This design comes from an exercise in tuning for small area, a short achievable clock period and few clock cycles on the open sky130 flow, not from production work. Where RTL was checked, it was by simulation tests only, not by an equivalence proof against the original. Power is estimated from default activity; no workload was simulated.

## frame_engine
module frame_engine (
    input  wire        clk,
    input  wire        rst,           
    input  wire        cmd_valid,
    output wire        cmd_ready,
    input  wire [31:0] cmd_data,
    output reg         rsp_valid,
    output wire [31:0] rsp_data,
    output wire        frm_valid,
    input  wire        frm_ready,
    output wire [7:0]  frm_data,
    output wire        frm_first,
    output wire        frm_last
);
For scale: about 3,400 cells after synthesis, about 1,200 flip-flops, about 0.052 mm² of cells after synthesis.
Settings: LEC_CHECK=0, CAP_MARGIN=20, CELL_PAD_IN_SITES_DETAIL_PLACEMENT=1, CELL_PAD_IN_SITES_GLOBAL_PLACEMENT=2, CORE_MARGIN=2, CORE_UTILIZATION=50, SLEW_MARGIN=20; clock period 11.0 ns.
standard.sh (not shown) runs the stock make flow with config.mk's settings and CLKGATE_MAP_FILE= SYNTH_SCRIPT=/design/flow/synth_recipe.tcl, a recipe that flattens the netlist after the stock synthesis.
==> flow/flow/run.sh <==
#!/bin/bash
set -euo pipefail
bash standard.sh SETUP_SLACK_MARGIN=7 finish > standard_flow.log 2>&1
Rerun with:
==> flow/run.sh (new file) <==
#!/bin/bash
# synth_recipe.tcl (not shown) runs the flow's synth.tcl, then flattens the netlist and writes it again
# the make line also repeats each setting of config.mk as NAME=value (left out here)
make -C /OpenROAD-flow-scripts/flow DESIGN_CONFIG=/design/flow/config.mk WORK_HOME=/design/flow/orfs CLKGATE_MAP_FILE= SYNTH_SCRIPT=/design/flow/synth_recipe.tcl finish
--- a/flow/config.mk
+++ b/flow/config.mk
@@ -11,3 +11,4 @@
 export CORE_MARGIN = 2
 export CORE_UTILIZATION = 50
+export SETUP_SLACK_MARGIN = 5
 export SLEW_MARGIN = 20
removed: flow/flow/run.sh
removed: flow/standard.sh
The changed run went through all stages and came out clean.
Cell count came out lower by 3.7%.
Register-to-register slack is worse by 1300 ps.
Total power falls by 7.0%.
Wire length drops by 7.7%.
Flip-flop and latch count is unchanged.
Global-route usage decreases by 2.3 points.
Fmax went down by 21%.
Hold slack degrades by 3.0 ps.
Area after synthesis stays the same.
Function was not checked in any run of this note: the RTL went through the layout flow alone.

========
frame_engine, a different RTL version from the one above (not shown whole).
Size: about 81 I/O pins, about 52,000 sq um of cells after synthesis.
==> flow/config.mk <==
export PLATFORM = sky130hd
export DESIGN_NAME = frame_engine
export DESIGN_NICKNAME = frame_engine
export VERILOG_FILES = /design/flow/design.v
export SDC_FILE = /design/flow/constraint.sdc
export NUM_CORES = 4
export LEC_CHECK = 0
export CAP_MARGIN = 20
export CELL_PAD_IN_SITES_DETAIL_PLACEMENT = 1
export CELL_PAD_IN_SITES_GLOBAL_PLACEMENT = 2
export CORE_MARGIN = 2
export CORE_UTILIZATION = 50
export CTS_CLUSTER_DIAMETER = 120
export CTS_CLUSTER_SIZE = 24
export SLEW_MARGIN = 20
==> flow/constraint.sdc <==
create_clock -name core_clock -period 11.0 [get_ports {clk}]
set_input_delay 2.2000 -clock core_clock [delete_from_list [all_inputs] [get_ports {clk}]]
set_output_delay 2.2000 -clock core_clock [all_outputs]
set_load 0.01 [all_outputs]
==> flow/flow/run.sh <==
#!/bin/bash
set -euo pipefail
bash standard.sh SETUP_SLACK_MARGIN=6.5 finish > standard_flow.log 2>&1
Change:
==> flow/flow/run.sh (replaced) <==
#!/bin/bash
set -euo pipefail
bash standard.sh SETUP_SLACK_MARGIN=7 finish > standard_flow.log 2>&1
=> The new run produced a clean layout. Clock skew is about the same. Cell count grows slightly. Power goes up slightly. Setup slack gets worse by 0.051 ns. Hold slack got worse by 0.0093 ns. Cell area climbs by a few percent.
No functional check of the RTL was part of any run of this note.

========
frame_engine, a different RTL version from the one above (not shown whole).
export LEC_CHECK = 0
export CAP_MARGIN = 20
export CELL_PAD_IN_SITES_DETAIL_PLACEMENT = 0
export CELL_PAD_IN_SITES_GLOBAL_PLACEMENT = 0
export CORE_MARGIN = 2
export CORE_UTILIZATION = 50
export CTS_CLUSTER_DIAMETER = 120
export CTS_CLUSTER_SIZE = 24
export SLEW_MARGIN = 20
create_clock -name core_clock -period 11.0 [get_ports {clk}]
==> flow/flow/run.sh <==
#!/bin/bash
set -euo pipefail
bash standard.sh SETUP_SLACK_MARGIN=7 finish > standard_flow.log 2>&1
Testbench counts at the start, summed over its fixed seeds: cycles 35,278.
Then changed:
- CORE_UTILIZATION: 50 -> 42
Outcome: Total power hardly moves; routed wire length stays flat; utilization went down by 8.6 points; clock power stays flat; sequential share of layout area went down by 0.56 points; non-clock buffer count went up by 28; cell area went up by about 0.9%; die area went up by about 19%; maximum frequency went down by 1.3%.
Then changed:
- ABC_CLOCK_PERIOD_IN_PS: default -> 4000
- CELL_PAD_IN_SITES_DETAIL_PLACEMENT: 0 -> 1
- CELL_PAD_IN_SITES_GLOBAL_PLACEMENT: 0 -> 2
- CORE_UTILIZATION: 42 -> 50
Result: The new run ran to the end with no violations; area after synthesis stays the same; clock power is about the same; maximum frequency is about the same; cell area hardly moves; clock skew came out lower by 21 ps; die area came out lower by about a fifth; combinational power came out higher by a few percent; via count came out higher slightly.
Then changed:
- ABC_CLOCK_PERIOD_IN_PS: 4000 -> default
- CELL_PAD_IN_SITES_DETAIL_PLACEMENT: 1 -> 0
- CELL_PAD_IN_SITES_GLOBAL_PLACEMENT: 2 -> 0
- CORE_UTILIZATION: 50 -> 60
Setup slack improves by 49 ps. Combinational power barely changes. Maximum frequency rises by 1.2%. Routed wire length falls by 7.5%. Power falls by 1.0%. Cell area falls by 0.70%. Count of clock-buffer cells in the layout rises by 2. Global-route usage rises by 2.8 points. Utilization rises by 11 points. Sequential cell count does not change. Sequential share of layout area rises by 0.43 points.
Then changed:
- CELL_PAD_IN_SITES_DETAIL_PLACEMENT: 0 -> 1
- CELL_PAD_IN_SITES_GLOBAL_PLACEMENT: 0 -> 2
- CORE_UTILIZATION: 60 -> 50
=>
- power goes up by 1.0%
- core utilization decreases by 11 points
- wire length increases by about 8%
- maximum frequency went down by 1.2%
Then changed:
==> flow/flow/run.sh (replaced) <==
#!/bin/bash
set -euo pipefail
bash standard.sh SETUP_SLACK_MARGIN=7.5 finish > standard_flow.log 2>&1
The new run passed the timing, DRC and antenna checks.
Sequential power hardly moves.
Worst hold slack barely changes.
Via count climbs by 2.2%.
Fmax drops by 1.3%.
Critical path depth does not change.
Total power climbs by 1.1%.
Setup slack loses 56 ps.
Non-clock buffer count climbs by 114.
Cell count climbs by 2.6%.

========
Setup of job 101:
The RTL this note starts from:
==> flow/design.v <==
module frame_engine (
    input  wire        clk,
    input  wire        rst,           
    input  wire        cmd_valid,
    output wire        cmd_ready,
    input  wire [31:0] cmd_data,
    output reg         rsp_valid,
    output wire [31:0] rsp_data,
    output wire        frm_valid,
    input  wire        frm_ready,
    output wire [7:0]  frm_data,
    output wire        frm_first,
    output wire        frm_last
);
    localparam [7:0] P_MARKER0 = 8'hA5;
    localparam [7:0] P_MARKER1 = 8'h5A;
    localparam [7:0] P_VERSION = 8'h01;
    localparam [7:0] P_TYPE    = 8'h01;
    function [15:0] crc_step;
        input [15:0] r;
        input [7:0]  b;
        integer      n;
        reg   [15:0] t;
        begin
            t = r ^ {b, 8'h00};
            for (n = 0; n < 8; n = n + 1)
                t = t[15] ? ((t << 1) ^ 16'h1021) : (t << 1);
            crc_step = t;
        end
    endfunction
    wire [7:0] op = cmd_data[31:24];
    wire is_nop    = (cmd_data == 32'h00000000);
    wire is_init   = (cmd_data == 32'h01000000);
    wire is_seed   = (op == 8'h02) && (cmd_data[23:16] == 8'h00);
    wire is_update = (op == 8'h03) && (cmd_data[23:8]  == 16'h0000);
    wire is_read   = (cmd_data == 32'h04000000);
    wire is_hdr    = (op == 8'h08);
    wire is_feed   = (op == 8'h10) && (cmd_data[23:8]  == 16'h0000);
    wire is_status = (cmd_data == 32'h20000000);
    wire is_legal  = is_nop | is_init | is_seed | is_update | is_read |
                     is_hdr | is_feed | is_status;
    reg [7:0]  ring [0:127];
    reg [7:0]  qhead;       
    reg [7:0]  vtail;       
    reg [7:0]  qtail;       
    reg [6:0]  blen;        
    reg [6:0]  bend;        
    reg [7:0]  level;       
    reg        feed_ok;     
    reg        avail;       
    reg [15:0] pcrc;        
    reg        hdr_ok;      
    reg [3:0]  cnt;         
    reg        big;         
    reg [7:0]  prev;        
    reg        nm_v;        
    reg [6:0]  nm_a;
    reg        busy;
    reg        cmode;       
    reg [6:0]  rd;          
    reg [6:0]  rend;        
    reg [6:0]  jstart;      
    reg [7:0]  xr;
    reg        xv;
    reg [2:0]  nframes;
    reg [15:0] crc_reg;
    reg        illegal;
    reg        rk_ones, rk_crc, rk_stat;
    reg [2:0]  rsmall;
    reg [7:0]  h_d, n_d;
    reg        h_v, n_v;
    reg [6:0]  hoff;        
    reg [6:0]  hlast;       
    wire [7:0] fa    = qhead + {6'd0, h_v & n_v, h_v ^ n_v};
    wire [6:0] raddr = busy ? rd : fa[6:0];
    wire [7:0] rdata = ring[raddr];
    assign cmd_ready = !busy && !(is_feed && !feed_ok);
    wire       fire      = cmd_valid && cmd_ready;
    wire       feed_fire = fire && is_feed;
    wire       rp_act    = busy && !cmode && xv;
    wire       st_act    = feed_fire || rp_act;
    wire [7:0] x = busy ? xr : cmd_data[7:0];
    wire       last = (rd == rend);           
    wire       cand    = (blen >= 7'd2);
    wire [6:0] lastoff = {1'b0, cnt, 2'b11} + 7'd4;           
    wire       crc_en  = (blen <= 7'd4) || (blen + 7'd1 < lastoff);
    wire       mk      = (prev == P_MARKER0) && (x == P_MARKER1);
    wire       x_a5    = (x == P_MARKER0);
    wire       x_5a    = (x == P_MARKER1);
    wire       done_big = (blen == 7'd7) && big;
    wire       at_last  = (blen == lastoff) && !big;
    wire       good_pre = hdr_ok && (cnt != 4'd0) && (pcrc[7:0] == prev);
    wire       good     = good_pre && (pcrc[15:8] == x);
    wire       s_acc    = cand && at_last && good;
    wire       s_rej    = cand && (done_big || (at_last && !good));
    wire [6:0] bend_p1 = bend + 7'd1;
    wire [6:0] bend_m1 = bend - 7'd1;
    wire       st_v    = nm_v || mk || x_a5;
    wire [6:0] st_a    = nm_v ? nm_a : (mk ? bend_m1 : bend);
    wire       restart = s_rej && st_v;
    wire       we = busy ? xv : feed_ok;
    always @(posedge clk) begin
        if (we)
            ring[bend] <= x;
    end
    wire [31:0] status = {illegal, 1'b0, avail, feed_ok,
                          4'b0, level, 5'b0, 4'b0, blen};
    assign rsp_data = rk_ones ? 32'hFFFFFFFF :
                      rk_crc  ? {16'h0, crc_reg} :
                      rk_stat ? status : {29'h0, rsmall};
    assign frm_valid = h_v;
    assign frm_data  = h_d;
    assign frm_first = (hoff == 7'd0);
    assign frm_last  = (hoff == hlast);
    wire   pop       = h_v && frm_ready;
    wire   fetch     = !busy && (fa != vtail) && !(h_v && n_v && !pop);
    wire       acc      = st_act && s_acc;
    wire       resp_now = (feed_fire && !restart) ||
                          (rp_act && last && !restart);
    wire [7:0] qt_acc   = qtail + {1'b0, blen} + 8'd1;
    wire [7:0] qtail_n  = acc ? qt_acc : qtail;
    wire [7:0] vtail_n  = resp_now ? qtail_n : vtail;
    wire [7:0] l_a  = level + (qtail - vtail);
    wire [7:0] l_b  = l_a + {1'b0, blen} + 8'd1;
    wire [7:0] l_s  = !resp_now ? level : (acc ? l_b : l_a);
    wire [7:0] l_sm = !resp_now ? level - 8'd1 : (acc ? l_b - 8'd1 : l_a - 8'd1);
    wire [7:0] level_n = pop ? l_sm : l_s;
    reg [6:0] blen_n, bend_n;
    always @(*) begin
        blen_n = blen;
        bend_n = bend;
        if (st_act) begin
            if (!cand) begin
                if (blen == 7'd1 && x_5a) begin
                    blen_n = 7'd2;
                    bend_n = qtail[6:0] + 7'd2;
                end else if (x_a5) begin
                    blen_n = 7'd1;
                    bend_n = qtail[6:0] + 7'd1;
                end else begin
                    blen_n = 7'd0;
                    bend_n = qtail[6:0];
                end
            end else if (s_acc) begin
                blen_n = 7'd0;
                bend_n = bend_p1;
            end else if (s_rej) begin
                blen_n = 7'd0;
                bend_n = (busy && !last && st_v) ? bend_p1 : qtail[6:0];
            end else begin
                blen_n = blen + 7'd1;
                bend_n = bend_p1;
            end
        end else if (busy && cmode && xv) begin
            bend_n = last ? qtail[6:0] : bend_p1;
        end
    end
    always @(posedge clk) begin
        if (rst) begin
            qhead     <= 8'd0;
            qtail     <= 8'd0;
            vtail     <= 8'd0;
            blen      <= 7'd0;
            bend      <= 7'd0;
            level     <= 8'd0;
            feed_ok   <= 1'b1;
            avail     <= 1'b0;
            busy      <= 1'b0;
            cmode     <= 1'b0;
            xv        <= 1'b0;
            crc_reg   <= 16'hFFFF;
            illegal   <= 1'b0;
            rsp_valid <= 1'b0;
            h_v       <= 1'b0;
            n_v       <= 1'b0;
            hoff      <= 7'd0;
            hlast     <= 7'd127;
            nm_v      <= 1'b0;
        end else begin
            rsp_valid <= resp_now || (fire && !is_feed);
            qhead   <= qhead + {7'd0, pop};
            qtail   <= qtail_n;
            vtail   <= vtail_n;
            blen    <= blen_n;
            bend    <= bend_n;
            level   <= level_n;
            feed_ok <= (level_n <= 8'd60);
            avail   <= (level_n != 8'd0);
            if (fire) begin
                rk_ones <= !is_legal;
                rk_crc  <= is_read;
                rk_stat <= is_status;
                rsmall  <= 3'd0;
                if (!is_legal)
                    illegal <= 1'b1;
                else if (is_init)
                    crc_reg <= 16'hFFFF;
                else if (is_seed)
                    crc_reg <= cmd_data[15:0];
                else if (is_update)
                    crc_reg <= crc_step(crc_reg, cmd_data[7:0]);
                else if (is_hdr)
                    rsmall <= {2'b0, (cmd_data[23:16] == P_VERSION) &&
                                     (cmd_data[15:8]  == P_TYPE) &&
                                     (cmd_data[7:0]   != 8'h00)};
                else if (is_feed)
                    rsmall <= {2'b0, s_acc};
            end
            if (st_act) begin
                prev <= x;
                if (!cand) begin
                    pcrc <= 16'hFFFF;
                    nm_v <= 1'b0;
                end else begin
                    if (crc_en)
                        pcrc <= crc_step(pcrc, x);
                    if (blen == 7'd2)
                        hdr_ok <= (x == P_VERSION);
                    if (blen == 7'd3)
                        hdr_ok <= hdr_ok && (x == P_TYPE);
                    if (blen == 7'd4) begin
                        cnt <= x[3:0];
                        big <= (x[7:4] != 4'd0);
                    end
                    if (mk && !nm_v) begin
                        nm_v <= 1'b1;
                        nm_a <= bend_m1;
                    end
                end
            end
            if (busy) begin
                if (rd != rend) begin
                    xr <= rdata;
                    rd <= rd + 7'd1;
                    xv <= 1'b1;
                end else
                    xv <= 1'b0;
            end
            if (feed_fire) begin
                nframes <= {2'b0, s_acc};
                if (restart) begin
                    busy  <= 1'b1;
                    cmode <= 1'b0;
                    rd    <= st_a;
                    rend  <= bend_p1;
                    xv    <= 1'b0;
                end
            end else if (rp_act) begin
                if (s_acc)
                    nframes <= nframes + 3'd1;
                if (restart) begin
                    if (last) begin
                        rd   <= st_a;
                        rend <= bend_p1;
                        xv   <= 1'b0;
                    end else begin
                        cmode  <= 1'b1;
                        jstart <= st_a;
                    end
                end else if (last) begin
                    busy   <= 1'b0;
                    rsmall <= nframes + {2'b0, s_acc};
                end
            end else if (busy && cmode && xv && last) begin
                cmode <= 1'b0;
                rd    <= jstart;
                rend  <= bend_p1;
                xv    <= 1'b0;
            end
            if (pop) begin
                hoff <= frm_last ? 7'd0 : hoff + 7'd1;
                if (hoff == 7'd4)
                    hlast <= {1'b0, h_d[3:0], 2'b11} + 7'd4;
                if (n_v) begin
                    h_d <= n_d;
                    h_v <= 1'b1;
                    n_d <= rdata;
                    n_v <= fetch;
                end else begin
                    h_d <= rdata;
                    h_v <= fetch;
                    n_v <= 1'b0;
                end
            end else if (fetch) begin
                if (!h_v) begin
                    h_d <= rdata;
                    h_v <= 1'b1;
                end else begin
                    n_d <= rdata;
                    n_v <= 1'b1;
                end
            end
        end
    end
endmodule
Settings: LEC_CHECK=0, CAP_MARGIN=20, CELL_PAD_IN_SITES_DETAIL_PLACEMENT=1, CELL_PAD_IN_SITES_GLOBAL_PLACEMENT=2, CORE_MARGIN=2, CORE_UTILIZATION=50, SETUP_SLACK_MARGIN=5, SLEW_MARGIN=20; clock period 11.0 ns.
run.sh (not shown) runs the stock make flow with config.mk's settings and CLKGATE_MAP_FILE= SYNTH_SCRIPT=/design/flow/synth_recipe.tcl, a recipe that flattens the netlist after the stock synthesis.
Stock flow here: none of the scripts above is used.
Job 101 went all the way through synthesis, placement and routing and the layout is clean on timing, DRC and antenna.
Testbench counts of job 101, summed over its fixed seeds: cycles 35,368.
[inputs] job 102 vs job 101
Settings: changing CORE_UTILIZATION from 50 to 30.
Results
met4 as the highest metal layer with signal wires was reported by job 101, and met5 by job 102. Standard cell core area, job 102 and job 101, lower one = job 101. Job 102 against job 101: global-route usage fell by 10 points; utilization of the core after routing fell by 22 points; average detailed-routed wire length per instance fell by 12%. Total congestion overflow: job 102 vs job 101 identical. Die extent in x up about 30% in job 102 wrt job 101. Compared with job 101, job 102 shows layout overhead on the synthesized area higher by 2.8 points.

what the ideal ports hide:
How much do the figures lean on ideal ports? The routed layouts below were timed once more, with nothing changed but the port constraints. Step 1 sets driving cells, clkbuf_16 on the clock port and buf_2 on the other inputs (assumed; they add their load-dependent delay and slew). Step 2 adds t to the input delays and takes it off the output delays; t is the mean of the earliest and latest rising clock arrival at the registers after step 1. Input paths then give back, and output paths get back, about the clock's delay inside the block. Three values: ideal ports, drivers, drivers and shift; two values: the first two.
run	shift t [ns]	setup slack, ns	clock arrival spread, ns	pins driven straight from the clock port
the first run of note 1	0.812	6.438 / 6.484 / 5.672	0.019 / 0.019	1
the second run of note 1	0.786	5.256 / 5.306 / 4.520	0.038 / 0.039	1
the first run of note 2	0.746	6.023 / 6.037 / 5.291	0.030 / 0.031	1
the second run of note 2	0.752	5.972 / 5.987 / 5.235	0.036 / 0.036	1
the first run of note 3	0.772	6.864 / 6.788 / 6.125	0.037 / 0.037	1
the second run of note 3	0.756	6.810 / 6.737 / 6.083	0.046 / 0.046	1
the third run of note 3	0.773	6.800 / 6.721 / 6.136	0.029 / 0.030	1
the fourth run of note 3	0.726	6.849 / 6.793 / 6.146	0.029 / 0.029	1
the fifth run of note 3	0.773	6.800 / 6.721 / 6.136	0.029 / 0.030	1
the sixth run of note 3	0.759	6.744 / 6.675 / 6.084	0.029 / 0.028	1
job 101	0.809	5.104 / 5.087 / 4.434	0.033 / 0.032	1
job 102	0.835	5.103 / 5.068 / 4.429	0.031 / 0.030	1
After both steps every run listed still meets setup and hold. The setup slack of the first run of note 1, which loses most, moves by +0.046 ns with the drivers and by -0.766 ns with both steps.
